Background: an optimization exercise with open tools, aiming at small area. Do not read the settings as production practice.
Only simulation tests tie the RTL to the original design; equivalence was not proved.
Power and IR drop assume default switching activity.

== job 101 ==
==> flow/design.v (excerpt) <==
module as7343_ctrl (
    input  wire        clk,
    input  wire        rst,           
    input  wire        csr_we,
    input  wire [7:0]  csr_addr,
    input  wire [31:0] csr_wdata,
    output reg  [31:0] csr_rdata,
    input  wire        ms_tick,
    output wire        bus_req,
    output reg         bus_rd,
    output wire [6:0]  bus_addr,
    output reg  [7:0]  bus_reg,
    output wire [5:0]  bus_len,
    output wire [7:0]  bus_wdata,
    input  wire        bus_wnext,
    input  wire        bus_rvalid,
    input  wire [7:0]  bus_rdata,
    input  wire        bus_done,
    input  wire        bus_nack
);
    localparam [6:0]  DEV_ADDR    = 7'h39;
    localparam [7:0]  EXPECTED_ID = 8'h81;
    localparam [2:0] E_NONE    = 3'd0;
    localparam [2:0] E_NACK    = 3'd1;
    localparam [2:0] E_SHORT   = 3'd2;
    localparam [2:0] E_TIMEOUT = 3'd3;
    localparam [2:0] E_ILLEGAL = 3'd4;
    localparam [2:0] E_BADARG  = 3'd5;
    localparam [2:0] E_BANK    = 3'd6;
    localparam [2:0] E_IDMIS   = 3'd7;
    localparam [1:0] PH_IDLE   = 2'd0;
    localparam [1:0] PH_DECODE = 2'd1;
    localparam [1:0] PH_EXEC   = 2'd2;
    localparam [1:0] PH_BUS    = 2'd3;
    reg [31:0] cmd;
    reg [31:0] arg;
    reg        st_done, st_ch_valid, st_sorted_valid, st_werr;
    reg [1:0]  st_bank;
    reg [2:0]  st_err;
    reg [31:0] timeout;
    reg        tmo_zero;      
    reg [31:0] now_ms;
    reg [7:0]  id_value;
    reg [5:0]  rcount;
    reg [15:0] txcount;
    reg [7:0]  buff   [0:31];
    reg [15:0] ch     [0:17];
    reg [15:0] sorted [0:11];
    reg        srt_zero;      
    reg [1:0]  phase;
    reg [4:0]  pc;            
    reg [31:0] elapsed;       
    reg        el_ge;
    reg [15:0] stg;
    reg [5:0]  bptr;
    reg        snoop_bit;     
    integer i;
    wire       busy = (phase != PH_IDLE);
    wire [7:0] op   = cmd[7:0];
    wire [3:0] op4  = cmd[3:0];    
    wire [6:0] taddr = cmd[14:8];
    wire [7:0] creg  = cmd[23:16];
    wire [5:0] clen  = cmd[29:24];
    wire o_write = (op4 == 4'd1);
    wire o_read  = (op4 == 4'd2);
  ...
clock: 12.0 ns
lec_check: 0
cap_margin: 20
core_margin: 2
core_utilization: 60
cts_cluster_diameter: 100
cts_cluster_size: 20
slew_margin: 20
synth_hierarchical: 1
run.sh (not shown) runs the stock make flow with config.mk's settings and CLKGATE_MAP_FILE= SYNTH_SCRIPT=/design/flow/synth_recipe.tcl, a recipe that flattens the netlist after the stock synthesis.
The following lists how job 102 was set up differently from job 101:
- CTS_CLUSTER_SIZE removed (was 20)
- CTS_CLUSTER_DIAMETER removed (was 100)
==> flow/flow/run.sh (new file) <==
#!/bin/bash
# Layout flow: the standard ORFS flow (standard.sh), run stage by stage
# with two changes to how the layout is made:
#  - the port buffers that global placement inserts are buf_1 cells;
#  - clock tree synthesis uses larger sink clusters and no dummy loads.
# Each stage's full output goes to its own log file in the work folder.
set -euo pipefail
cd "$(dirname "$0")/.."

export BUFFER_PORTS_ARGS="-buffer_cell sky130_fd_sc_hd__buf_1"
export CTS_ARGS="-sink_clustering_enable -repair_clock_nets -dont_use_dummy_load -sink_clustering_size 25 -sink_clustering_max_diameter 100 -buf_list sky130_fd_sc_hd__clkbuf_16"

for stage in synth floorplan place cts route finish; do
  bash standard.sh "$stage" > "flow_${stage}.log" 2>&1
done
test -s out/final.def
==> flow/standard.sh (new file) <==
#!/bin/bash
# synth_recipe.tcl (not shown) runs the flow's synth.tcl, then flattens the netlist and writes it again
# the make line also repeats each setting of config.mk as NAME=value (left out here)
make -C /OpenROAD-flow-scripts/flow DESIGN_CONFIG=/design/flow/config.mk WORK_HOME=/design/flow/orfs CLKGATE_MAP_FILE= SYNTH_SCRIPT=/design/flow/synth_recipe.tcl "${@:-finish}"
removed: flow/run.sh
[summary]
Per the final summary, job 101 finished and its layout is clean on timing, DRC and antenna. Job 102 closes out successfully: all stages finished, all timing, DRC and antenna checks passed. csr_addr[2] as the startpoint of the worst setup timing path was reported by job 101, and csr_addr[4] by job 102. [diff] post-route cell area, job 102 relative to job 101: improvement. Job 101 → job 102: multi-input combinational gate total stayed essentially flat; average routed wire per standard cell picked up an extra 1.5%; part of the power in the clock network now smaller; final critical path time including I/O delays and setup dropped 0.53 ns; worst hold slack across all endpoints shrank by 0.033 ns. Lower relative slew slack was reported by job 101, not job 102. Job 102 vs. job 101: non-clock buffer instance count of the final layout increased by 3.0% relative to the old numbers; final setup slack of the worst path increased by 0.53 ns relative to the old numbers; total CTS buffers decreased by 15% relative to the old numbers.

==> re-timing with driven ports <==
In the flow no input, the clock included, has a driving cell. The finished layouts below were timed again as built, in two steps. Step 1 sets driving cells, clkbuf_16 on the clock port and buf_2 on the other inputs (assumed; they add their load-dependent delay and slew). Step 2 times the ports against the registers' clock, not the clock port: input delays grow and output delays shrink by t, the midpoint of the rising clock arrivals with the driver on. Three values: ideal, step 1, step 2; two values: the first two.
run	t, ns	setup WS [ns]	clock arrival spread, ns
job 101	0.719	2.083 / 2.055 / 2.055	0.028 / 0.028
job 102	0.682	2.609 / 2.578 / 2.578	0.080 / 0.081
After both steps every run listed still meets setup and hold. The setup slack of job 102, which loses most, moves by -0.031 ns with the drivers and by -0.031 ns with both steps.
